Source: an optimization exercise on an open RTL-to-GDS flow (aim: small area, a short achievable clock period and few clock cycles per item). Production flows keep margins and buffers that such runs may drop.
The RTL was checked by simulation tests, not by an equivalence proof against the original design.
Power and IR drop assume default switching activity.

==> 04-25: inputs <==
Design dtg_wpe, start of the top module:
module dtg_wpe (
    input  wire        clk,
    input  wire        rst,           
    input  wire        start,
    input  wire        op,
    input  wire [31:0] freq_hz,
    input  wire [31:0] duty_raw,      
    input  wire [31:0] dt_raw,        
    input  wire [11:0] div16_in,
    input  wire [15:0] top_in,
    output wire        ready,
    output reg         done,
    output reg         err,
    output reg  [11:0] div16,
    output reg  [15:0] top,
    output wire [31:0] cc,
    output wire [15:0] eff_ticks,
    output wire [31:0] achieved_dt_ns,
    output wire [31:0] achieved_freq
);
Settings: LEC_CHECK=0, CAP_MARGIN=20, CORE_MARGIN=2, CORE_UTILIZATION=40, PLACE_DENSITY=0.6, SLEW_MARGIN=20; clock period 10.0 ns.
standard.sh (not shown) runs the stock make flow with config.mk's settings and CLKGATE_MAP_FILE= SYNTH_SCRIPT=/design/flow/synth_recipe.tcl, a recipe that flattens the netlist after the stock synthesis.
==> flow/flow/run.sh <==
#!/bin/bash
set -euo pipefail
cd "$(dirname "$0")/.."
export SETUP_SLACK_MARGIN=6
bash standard.sh > standard.log 2>&1
==> 07-16 (differences from 04-25) <==
--- a/flow/design.v
+++ b/flow/design.v
@@ -16,28 +16,29 @@
     output wire [31:0] cc,
     output wire [15:0] eff_ticks,
     output wire [31:0] achieved_dt_ns,
     output wire [31:0] achieved_freq
 );
     localparam [31:0] K0 = 32'd2000000000;    
-    localparam [17:0] K1 = 18'd244140;        
+    localparam [13:0] K1 = 14'd15258;         
     reg        busy;
-    reg aSET, aDIV, aDINC, aD1, aD2, aC, aWM, aDONE;
+    reg aSET, aDIV, aD1, aD2, aC, aWM, aDONE;
     reg phQ, phC;            
-    reg ksel;                
+    reg  [4:0] koff;         
     reg d16;                 
     reg topv;                
     reg d2v;                 
     reg dv;                  
-    reg [29:0] ra;           
-    reg [29:0] ya;           
-    reg [31:0] y3;           
+    reg [27:0] ra;           
+    reg [27:0] ya;           
+    reg [29:0] y3;           
     reg [25:0] qa;           
     reg  [4:0] cnta;         
     reg  [1:0] kb;           
     reg mWTOP, mD2, mA, mWT, mE2, mE3, mADT, mDONE;
+    reg mB;                  
     reg needd2;
     reg [20:0] acc;          
     reg  [2:0] cntm;
     reg [16:0] duty_q;       
     reg  [5:0] mbd;          
     reg tWD, tSAT, tDIV, tDONE;
@@ -61,44 +62,44 @@
     wire [16:0] duty_c  = duty_raw[31]               ? 17'd0 :
                           (duty_raw > 32'h0001_0000) ? 17'h1_0000 :
                                                        duty_raw[16:0];
     wire [27:0] dt_c    = dt_raw[31]          ? 28'd0 :
                           (|dt_raw[30:27])    ? 28'h800_0000 :
                                                 {1'b0, dt_raw[26:0]};
-    function [4:0] msb30(input [29:0] v);
+    function [4:0] msb28(input [27:0] v);
         integer i;
         begin
-            msb30 = 5'd0;
-            for (i = 0; i < 30; i = i + 1)
-                if (v[i]) msb30 = i[4:0];
+            msb28 = 5'd0;
+            for (i = 0; i < 28; i = i + 1)
+                if (v[i]) msb28 = i[4:0];
         end
     endfunction
     function kbit(input [4:0] idx);
         begin
             kbit = (idx != 5'd31) & K0[idx];
         end
     endfunction
-    wire [4:0]  ym      = msb30(ya);
-    wire [4:0]  ridx    = 5'd31 - ym + {4'd0, ym[0] ^ ~ksel};
+    wire [4:0]  ym      = msb28(ya);
+    wire [4:0]  ridx    = 5'd31 - ym + {4'd0, ~(ym[0] ^ koff[0])};
     wire [4:0]  k_init  = ridx - 5'd2;
     wire [31:0] r_init  = K0 >> ridx;
     wire [1:0]  kb_init = {kbit(ridx - 5'd1), kbit(k_init)};
     wire [1:0]  kb_next = {kbit(cnta - 5'd1), kbit(cnta - 5'd2)};
-    wire        alast   = (cnta == {1'b0, ksel, ksel, 1'b0, ksel});    
-    wire [31:0] sh      = {ra, kb};
-    wire [31:0] ax = ({32{aDIV}} & sh) |
-                     ({32{aSET}} & {ya, 2'b00}) |
-                     ({32{aD1}}  & {2'b0, ra}) |
-                     ({32{aD2}}  & {14'd0, K1});
-    wire [32:0] az  = {1'b0, ax} - {3'b0, ya};
-    wire [32:0] az2 = {1'b0, sh} - {2'b0, ya, 1'b0};
-    wire [32:0] az3 = {1'b0, sh} - {1'b0, y3};
-    wire        ge1 = ~az[32];
-    wire        ge2 = ~az2[32];
-    wire        ge3 = ~az3[32];
-    wire [29:0] rnext = ge3 ? az3[29:0] : ge2 ? az2[29:0] : ge1 ? az[29:0] : sh[29:0];
+    wire        alast   = (cnta == koff);
+    wire [29:0] sh      = {ra, kb};
+    wire [29:0] ax = ({30{aDIV}} & sh) |
+                     ({30{aSET}} & {ya, 2'b00}) |
+                     ({30{aD1}}  & {2'b0, ra}) |
+                     ({30{aD2}}  & {16'd0, K1});
+    wire [30:0] az  = {1'b0, ax} - {3'b0, ya};
+    wire [30:0] az2 = {1'b0, sh} - {2'b0, ya, 1'b0};
+    wire [30:0] az3 = {1'b0, sh} - {1'b0, y3};
+    wire        ge1 = ~az[30];
+    wire        ge2 = ~az2[30];
+    wire        ge3 = ~az3[30];
+    wire [27:0] rnext = ge3 ? az3[27:0] : ge2 ? az2[27:0] : ge1 ? az[27:0] : sh[27:0];
     wire [1:0]  qd    = {ge2, ge3 | (ge1 & ~ge2)};
     function [4:0] dwin(input [11:0] d, input [2:0] j);
         reg [16:0] dx;
         begin
             dx   = {4'd0, d, 1'b0};
             dwin = dx >> {j[1:0], 2'b00};
@@ -123,13 +124,12 @@
     wire        bone0 = mbd[0];
     wire [15:0] mx    = mADT ? nq : top;
     wire [18:0] bmag0 = ({19{btwo0}} & {2'b0, mx, 1'b0}) | ({19{bone0}} & {3'b0, mx});
     wire [18:0] bmag1 = ({19{btwo1}} & {2'b0, mx, 1'b0}) | ({19{bone1}} & {3'b0, mx});
     wire [18:0] pp0   = bmag0 ^ {19{bneg0}};               
     wire [18:0] pp1   = bmag1 ^ {19{bneg1}};
-    wire        mB    = mD2 | mA | mADT;
     wire [20:0] mo1 = ({21{mB}}  & acc) |
                       ({21{mWT}} & {5'b0, a_r}) |
                       ({21{mE3}} & {5'b0, b_r});
     wire [20:0] mo2 = ({21{mB}}  & {{2{pp0[18]}}, pp0}) |
                       ({21{mWT}} & {5'b0, nq}) |
                       ({21{mE3}} & ~{5'b0, a_r});
@@ -150,35 +150,42 @@
     wire a_fin = (aDIV & alast & ~phQ & ~phC) | aDONE;
     wire m_fin = mDONE | (mADT & (cntm == 3'd3)) | (mE3 & d16);
     wire fin   = a_fin & m_fin;
     always @(posedge clk) begin
         done <= 1'b0;
         mbd  <= nbd;
+        ra   <= rnext;
+        cnta <= cnta - 5'd2;
+        kb   <= kb_next;
+        acc  <= mshr;
+        cntm <= cntm1;
+        cntt <= cntt - 5'd1;
         if (!busy) begin
             err    <= ~op & f_err;
             topv   <= 1'b0;
             d2v    <= 1'b0;
             dv     <= 1'b0;
             sat    <= 1'b0;
             duty_q <= duty_c;
             rt     <= dt_c[27:15];
             nq     <= {dt_c[14:0], 1'b0};
             cntm   <= 3'd0;
-            ya     <= {freq_hz[25:0], 4'd0};
+            ya     <= {2'b0, freq_hz[25:0]};
             div16  <= op ? div16_in : 12'd16;
             top    <= top_in;
             acc    <= d16_in ? 21'd1 : {9'd0, div16_in};
             d16    <= op ? d16_in : f_big;
             needd2 <= op | ~f_big;
-            ksel   <= ~op & ~f_big;
+            koff   <= (op ? d16_in : f_big) ? 5'd4 : op ? 5'd0 : 5'd17;
             phQ    <= ~op & ~f_big;
             phC    <= ~op & f_big;
             if (start) begin
                 busy <= 1'b1;
                 if (op) begin
                     mD2   <= 1'b1;
+                    mB    <= 1'b1;
                     aWM   <= 1'b1;
                     tSAT  <= 1'b1;
                 end else if (f_err) begin
                     aDONE <= 1'b1;
                     mDONE <= 1'b1;
                     tDONE <= 1'b1;
@@ -191,14 +198,14 @@
                     mWTOP <= 1'b1;
                     tWD   <= 1'b1;
                 end
             end
         end else begin
             if (aSET) begin
-                ra   <= r_init[29:0];
-                y3   <= az[31:0];
+                ra   <= r_init[27:0];
+                y3   <= az[29:0];
                 cnta <= k_init;
                 kb   <= kb_init;
                 qa   <= 26'd0;
                 aSET <= 1'b0;
                 aDIV <= 1'b1;
             end
@@ -206,44 +213,40 @@
                 ra   <= rnext;
                 qa   <= {qa[23:0], qd};
                 cnta <= cnta - 5'd2;
                 kb   <= kb_next;
                 if (alast) begin
                     aDIV  <= 1'b0;
-                    aDINC <= phQ;
+                    aD1   <= phQ;
                     aC    <= phC;
                     aDONE <= ~phQ & ~phC;
                 end
             end
-            if (aDINC) begin
+            if (aD1) begin
                 div16 <= qinc[11:0];
                 dv    <= 1'b1;
-                aDINC <= 1'b0;
-                aD1   <= 1'b1;
-            end
-            if (aD1) begin
-                ya  <= az[29:0];
+                ya  <= az[27:0];
                 aD1 <= 1'b0;
                 aD2 <= 1'b1;
             end
             if (aD2) begin
-                ya   <= {4'd0, az[29:4]};
-                ksel <= 1'b0;
+                ya   <= az[27:0];
+                koff <= 5'd0;
                 phQ  <= 1'b0;
                 phC  <= 1'b1;
                 aD2  <= 1'b0;
                 aSET <= 1'b1;
             end
             if (aC) begin
                 qa   <= {1'b0, qinc[25:1]};
                 top  <= qdec[16:1];
                 topv <= 1'b1;
                 phC  <= 1'b0;
                 aC   <= 1'b0;
                 if (d16) begin
-                    ya   <= {9'd0, qinc[17:1], 4'd0};
+                    ya   <= {11'd0, qinc[17:1]};
                     aSET <= 1'b1;
                 end else begin
                     aWM  <= 1'b1;
                 end
             end
             if (aWM && d2v) begin
@@ -253,24 +256,26 @@
             if (mWTOP && topv) begin
                 cntm  <= 3'd0;
                 mWTOP <= 1'b0;
                 if (needd2) begin
                     acc  <= {9'd0, div16};
                     mD2  <= 1'b1;
+                    mB   <= 1'b1;
                 end else begin
                     acc  <= 21'd0;
                     mA   <= 1'b1;
+                    mB   <= 1'b1;
                 end
             end
             if (mD2) begin
                 ya[15:0] <= {msum[3:0], ya[15:4]};
                 acc  <= mshr;
                 cntm <= cntm1;
                 if (d16 || cntm == 3'd3) begin
-                    if (d16) ya <= {9'd0, msum[16:0], 4'd0};
-                    else     ya[29:16] <= mshr[13:0];
+                    if (d16) ya <= {11'd0, msum[16:0]};
+                    else     ya[27:16] <= mshr[11:0];
                     d2v  <= 1'b1;
                     acc  <= 21'd0;
                     cntm <= 3'd0;
                     mD2  <= 1'b0;
                     mA   <= 1'b1;
                 end
@@ -279,12 +284,13 @@
                 acc    <= mshr;
                 duty_q <= {4'd0, duty_q[16:4]};
                 cntm   <= cntm1;
                 if (cntm == 3'd4) begin
                     a_r <= msum[15:0];
                     mA  <= 1'b0;
+                    mB  <= 1'b0;
                     mWT <= 1'b1;
                 end
             end
             if (mWT && tDONE) begin
                 mWT <= 1'b0;
                 if (sat) begin
@@ -304,21 +310,23 @@
                 nq    <= msum[15:0];
                 adt   <= {8'd0, msum[15:0], 3'd0};
                 acc   <= 21'd1;
                 cntm  <= 3'd0;
                 mE3   <= 1'b0;
                 mADT  <= ~d16;
+                mB    <= ~d16;
                 mDONE <= d16;
             end
             if (mADT) begin
                 adt[14:0] <= {msum[3:0], adt[14:4]};
                 acc  <= mshr;
                 cntm <= cntm1;
                 if (cntm == 3'd3) begin
                     adt[26:15] <= mshr[11:0];
                     mADT  <= 1'b0;
+                    mB    <= 1'b0;
                     mDONE <= 1'b1;
                 end
             end
             if (tWD && dv) begin
                 tWD  <= 1'b0;
                 tSAT <= 1'b1;
@@ -347,20 +355,20 @@
                     tDONE <= 1'b1;
                 end
             end
             if (fin) begin
                 done <= 1'b1;
                 busy <= 1'b0;
-                {aSET, aDIV, aDINC, aD1, aD2, aC, aWM, aDONE} <= 8'd0;
-                {mWTOP, mD2, mA, mWT, mE2, mE3, mADT, mDONE} <= 8'd0;
+                {aSET, aDIV, aD1, aD2, aC, aWM, aDONE} <= 7'd0;
+                {mWTOP, mD2, mA, mWT, mE2, mE3, mADT, mDONE, mB} <= 9'd0;
                 {tWD, tSAT, tDIV, tDONE} <= 4'd0;
             end
         end
         if (rst) begin
             busy <= 1'b0;
             done <= 1'b0;
-            {aSET, aDIV, aDINC, aD1, aD2, aC, aWM, aDONE} <= 8'd0;
-            {mWTOP, mD2, mA, mWT, mE2, mE3, mADT, mDONE} <= 8'd0;
+            {aSET, aDIV, aD1, aD2, aC, aWM, aDONE} <= 7'd0;
+            {mWTOP, mD2, mA, mWT, mE2, mE3, mADT, mDONE, mB} <= 9'd0;
             {tWD, tSAT, tDIV, tDONE} <= 4'd0;
         end
     end
 endmodule
==> flow/flow/run.sh (replaced) <==
#!/bin/bash
set -euo pipefail
cd "$(dirname "$0")/.."
export SETUP_SLACK_MARGIN=5.5
export BUFFER_PORTS_ARGS="-buffer_cell sky130_fd_sc_hd__buf_1"
bash standard.sh > standard.log 2>&1
==> 05-24 (differences from 04-25) <==
--- a/flow/design.v
+++ b/flow/design.v
@@ -18,13 +18,13 @@
     output wire [31:0] achieved_dt_ns,
     output wire [31:0] achieved_freq
 );
     localparam [31:0] K0 = 32'd2000000000;    
     localparam [17:0] K1 = 18'd244140;        
     reg        busy;
-    reg aSET, aDIV, aDINC, aD1, aD2, aC, aWM, aDONE;
+    reg aSET, aDIV, aDINC, aD1, aD2, aC, aWM, aFIN, aDONE;
     reg phQ, phC;            
     reg ksel;                
     reg d16;                 
     reg topv;                
     reg d2v;                 
     reg dv;                  
@@ -36,28 +36,26 @@
     reg  [1:0] kb;           
     reg mWTOP, mD2, mA, mWT, mE2, mE3, mADT, mDONE;
     reg needd2;
     reg [20:0] acc;          
     reg  [2:0] cntm;
     reg [16:0] duty_q;       
-    reg  [5:0] mbd;          
+    reg  [4:0] mwin;         
     reg tWD, tSAT, tDIV, tDONE;
     reg [12:0] rt;           
     reg [15:0] nq;           
     reg  [4:0] cntt;
     reg        sat;
     reg [15:0] a_r;
     reg [15:0] b_r;
     reg [26:0] adt;
-    wire [25:0] qinc = qa + 26'd1;
-    wire [16:0] qdec = qa[16:0] - 17'd1;
     assign ready          = ~busy;
     assign cc             = {b_r, a_r};
     assign eff_ticks      = nq;
     assign achieved_dt_ns = {5'd0, adt};
-    assign achieved_freq  = {7'd0, qinc[25:1]};    
+    assign achieved_freq  = {7'd0, qa[24:0]};
     wire        f_err   = (freq_hz < 32'd4) | (freq_hz > 32'd41666666);
     wire        f_big   = (freq_hz > 32'd953);
     wire        d16_in  = (div16_in == 12'd16);
     wire [16:0] duty_c  = duty_raw[31]               ? 17'd0 :
                           (duty_raw > 32'h0001_0000) ? 17'h1_0000 :
                                                        duty_raw[16:0];
@@ -94,36 +92,29 @@
     wire [32:0] az3 = {1'b0, sh} - {1'b0, y3};
     wire        ge1 = ~az[32];
     wire        ge2 = ~az2[32];
     wire        ge3 = ~az3[32];
     wire [29:0] rnext = ge3 ? az3[29:0] : ge2 ? az2[29:0] : ge1 ? az[29:0] : sh[29:0];
     wire [1:0]  qd    = {ge2, ge3 | (ge1 & ~ge2)};
+    wire [25:0] qinc = qa + 26'd1;
+    wire [16:0] qdec = qa[16:0] - 17'd1;
     function [4:0] dwin(input [11:0] d, input [2:0] j);
         reg [16:0] dx;
         begin
             dx   = {4'd0, d, 1'b0};
             dwin = dx >> {j[1:0], 2'b00};
         end
     endfunction
-    wire [4:0]  nwin = ~busy ? (d16_in ? 5'b00001 : {div16_in[3:0], 1'b0}) :
-                       mA    ? duty_q[7:3] :
-                       ((mD2 & ~d16 & (cntm != 3'd3)) | mADT) ? dwin(div16, cntm1) :
-                       (mE3 | (mWTOP & needd2)) ? {div16[3:0], 1'b0} :
-                                                  {duty_q[3:0], 1'b0};
-    wire [5:0]  nbd  = {nwin[4] & ~(nwin[3] & nwin[2]),
-                        (nwin[4:2] == 3'b011) | (nwin[4:2] == 3'b100),
-                        nwin[3] ^ nwin[2],
-                        nwin[2] & ~(nwin[1] & nwin[0]),
-                        (nwin[2:0] == 3'b011) | (nwin[2:0] == 3'b100),
-                        nwin[1] ^ nwin[0]};
-    wire        bneg1 = mbd[5];
-    wire        btwo1 = mbd[4];
-    wire        bone1 = mbd[3];
-    wire        bneg0 = mbd[2];
-    wire        btwo0 = mbd[1];
-    wire        bone0 = mbd[0];
+    wire [2:0]  w0    = mwin[2:0];
+    wire [2:0]  w1    = mwin[4:2];
+    wire        bneg0 = w0[2] & ~(w0[1] & w0[0]);
+    wire        btwo0 = (w0 == 3'b011) | (w0 == 3'b100);
+    wire        bone0 = w0[1] ^ w0[0];
+    wire        bneg1 = w1[2] & ~(w1[1] & w1[0]);
+    wire        btwo1 = (w1 == 3'b011) | (w1 == 3'b100);
+    wire        bone1 = w1[1] ^ w1[0];
     wire [15:0] mx    = mADT ? nq : top;
     wire [18:0] bmag0 = ({19{btwo0}} & {2'b0, mx, 1'b0}) | ({19{bone0}} & {3'b0, mx});
     wire [18:0] bmag1 = ({19{btwo1}} & {2'b0, mx, 1'b0}) | ({19{bone1}} & {3'b0, mx});
     wire [18:0] pp0   = bmag0 ^ {19{bneg0}};               
     wire [18:0] pp1   = bmag1 ^ {19{bneg1}};
     wire        mB    = mD2 | mA | mADT;
@@ -144,18 +135,17 @@
     wire        s_lt = acc[16:0] < {1'b0, top};
     wire [2:0]  cntm1 = cntm + 3'd1;
     wire [12:0] tsh  = tSAT ? rt : {rt[11:0], nq[15]};
     wire [13:0] tz   = {1'b0, tsh} - {2'b0, div16};
     wire        tge  = ~tz[13];
     wire        t8   = (rt == 13'd0) & ({4'd0, nq[15:8]} < div16);
-    wire a_fin = (aDIV & alast & ~phQ & ~phC) | aDONE;
+    wire a_fin = aFIN | aDONE;
     wire m_fin = mDONE | (mADT & (cntm == 3'd3)) | (mE3 & d16);
     wire fin   = a_fin & m_fin;
     always @(posedge clk) begin
         done <= 1'b0;
-        mbd  <= nbd;
         if (!busy) begin
             err    <= ~op & f_err;
             topv   <= 1'b0;
             d2v    <= 1'b0;
             dv     <= 1'b0;
             sat    <= 1'b0;
@@ -164,12 +154,13 @@
             nq     <= {dt_c[14:0], 1'b0};
             cntm   <= 3'd0;
             ya     <= {freq_hz[25:0], 4'd0};
             div16  <= op ? div16_in : 12'd16;
             top    <= top_in;
             acc    <= d16_in ? 21'd1 : {9'd0, div16_in};
+            mwin   <= d16_in ? 5'b00001 : {div16_in[3:0], 1'b0};
             d16    <= op ? d16_in : f_big;
             needd2 <= op | ~f_big;
             ksel   <= ~op & ~f_big;
             phQ    <= ~op & ~f_big;
             phC    <= ~op & f_big;
             if (start) begin
@@ -208,13 +199,13 @@
                 cnta <= cnta - 5'd2;
                 kb   <= kb_next;
                 if (alast) begin
                     aDIV  <= 1'b0;
                     aDINC <= phQ;
                     aC    <= phC;
-                    aDONE <= ~phQ & ~phC;
+                    aFIN  <= ~phQ & ~phC;
                 end
             end
             if (aDINC) begin
                 div16 <= qinc[11:0];
                 dv    <= 1'b1;
                 aDINC <= 1'b0;
@@ -247,40 +238,50 @@
                 end
             end
             if (aWM && d2v) begin
                 aWM  <= 1'b0;
                 aSET <= 1'b1;
             end
+            if (aFIN) begin
+                qa    <= {1'b0, qinc[25:1]};
+                aFIN  <= 1'b0;
+                aDONE <= 1'b1;
+            end
             if (mWTOP && topv) begin
                 cntm  <= 3'd0;
                 mWTOP <= 1'b0;
                 if (needd2) begin
                     acc  <= {9'd0, div16};
+                    mwin <= {div16[3:0], 1'b0};
                     mD2  <= 1'b1;
                 end else begin
                     acc  <= 21'd0;
+                    mwin <= {duty_q[3:0], 1'b0};
                     mA   <= 1'b1;
                 end
             end
             if (mD2) begin
                 ya[15:0] <= {msum[3:0], ya[15:4]};
                 acc  <= mshr;
                 cntm <= cntm1;
+                mwin <= dwin(div16, cntm1);
                 if (d16 || cntm == 3'd3) begin
                     if (d16) ya <= {9'd0, msum[16:0], 4'd0};
                     else     ya[29:16] <= mshr[13:0];
                     d2v  <= 1'b1;
                     acc  <= 21'd0;
                     cntm <= 3'd0;
+                    mwin <= {duty_q[3:0], 1'b0};
                     mD2  <= 1'b0;
                     mA   <= 1'b1;
                 end
             end
             if (mA) begin
                 acc    <= mshr;
                 duty_q <= {4'd0, duty_q[16:4]};
+                mwin   <= duty_q[7:3];
                 cntm   <= cntm1;
                 if (cntm == 3'd4) begin
                     a_r <= msum[15:0];
                     mA  <= 1'b0;
                     mWT <= 1'b1;
                 end
@@ -302,20 +303,22 @@
             end
             if (mE3) begin
                 nq    <= msum[15:0];
                 adt   <= {8'd0, msum[15:0], 3'd0};
                 acc   <= 21'd1;
                 cntm  <= 3'd0;
+                mwin  <= {div16[3:0], 1'b0};
                 mE3   <= 1'b0;
                 mADT  <= ~d16;
                 mDONE <= d16;
             end
             if (mADT) begin
                 adt[14:0] <= {msum[3:0], adt[14:4]};
                 acc  <= mshr;
                 cntm <= cntm1;
+                mwin <= dwin(div16, cntm1);
                 if (cntm == 3'd3) begin
                     adt[26:15] <= mshr[11:0];
                     mADT  <= 1'b0;
                     mDONE <= 1'b1;
                 end
             end
@@ -347,20 +350,20 @@
                     tDONE <= 1'b1;
                 end
             end
             if (fin) begin
                 done <= 1'b1;
                 busy <= 1'b0;
-                {aSET, aDIV, aDINC, aD1, aD2, aC, aWM, aDONE} <= 8'd0;
+                {aSET, aDIV, aDINC, aD1, aD2, aC, aWM, aFIN, aDONE} <= 9'd0;
                 {mWTOP, mD2, mA, mWT, mE2, mE3, mADT, mDONE} <= 8'd0;
                 {tWD, tSAT, tDIV, tDONE} <= 4'd0;
             end
         end
         if (rst) begin
             busy <= 1'b0;
             done <= 1'b0;
-            {aSET, aDIV, aDINC, aD1, aD2, aC, aWM, aDONE} <= 8'd0;
+            {aSET, aDIV, aDINC, aD1, aD2, aC, aWM, aFIN, aDONE} <= 9'd0;
             {mWTOP, mD2, mA, mWT, mE2, mE3, mADT, mDONE} <= 8'd0;
             {tWD, tSAT, tDIV, tDONE} <= 4'd0;
         end
     end
 endmodule
==> flow/run.sh (new file) <==
#!/bin/bash
# synth_recipe.tcl (not shown) runs the flow's synth.tcl, then flattens the netlist and writes it again
# the make line also repeats each setting of config.mk as NAME=value (left out here)
make -C /OpenROAD-flow-scripts/flow DESIGN_CONFIG=/design/flow/config.mk WORK_HOME=/design/flow/orfs CLKGATE_MAP_FILE= SYNTH_SCRIPT=/design/flow/synth_recipe.tcl finish
Settings changed: SETUP_SLACK_MARGIN set to 5.
removed: flow/flow/run.sh
removed: flow/standard.sh
==> notes.md <==
crit share post-route 44.1%; Area growth syn-to-layout 14.6%; Yosys reg bits 320; worst slew pin tran 1.12 ns; Row Count 94; clock power share 23.0%; outcome timing/DRC/antenna clean; register area share after synthesis 31.1%; vias per inst 6.22; final instance area 30300 sq um; CP Data Required Time 10.51 ns; total power draw 0.00670 W; routed wire length 106000 microns; Tapcells 864
[end of results for 07-16]
==> notes.md <==
drt wl/cell between 20 and 30 microns; Tapcells 931; outcome timing/DRC/antenna clean; CP Data Required Time 10.49 ns; Yosys reg bits 324; Row Count 96; total power draw 0.00597 W; final instance area roughly 37000 sq um; clock power share 26.4%; vias per inst between 6 and 7
[end of results for 04-25]
==> notes.md <==
crit share post-route 48.2%; CP Data Required Time ~10 ns; total power draw 0.00539 W; Tapcells 940; register area share after synthesis 31.2%; worst slew pin tran 1.11 ns; Row Count 97; Yosys reg bits between 300 and 400; routed wire length approximately 110000 microns; final instance area 33000 sq um; clock power share 29.5%; outcome timing/DRC/antenna clean; vias per inst 6.13
[end of results for 05-24]
Testbench counts of 04-25, summed over its fixed seeds: cycles 52,640, items 2,400.
Testbench counts of 07-16, summed over its fixed seeds: cycles 52,219, items 2,400.
Testbench counts of 05-24, summed over its fixed seeds: cycles 53,482, items 2,400.

-- static timing again, ports no longer ideal --
In the flow no input, the clock included, has a driving cell. The finished layouts below were timed again as built, in two steps. Step 1, drivers: a clkbuf_16 drives clk and a buf_2 each remaining input, both assumed. Step 2 times the ports against the registers' clock, not the clock port: input delays grow and output delays shrink by t, the midpoint of the rising clock arrivals with the driver on. a / b / c = ideal / step 1 / step 2; a / b = the first two.
run | t, ns | slack for setup (ns) | worst setup path at the end | worst slew at a driven data input, ns
04-25 | 0.639 | 5.259 / 5.259 / 5.259 | register to register | 0.23
07-16 | 0.627 | 5.590 / 5.548 / 5.590 | register to register | 0.11
05-24 | 0.658 | 5.178 / 5.178 / 4.844 | input to register | 0.14
After both steps setup and hold are still met in every run listed. The setup slack of 05-24, which loses most, moves by 0.000 ns with the drivers and by -0.334 ns with both steps.
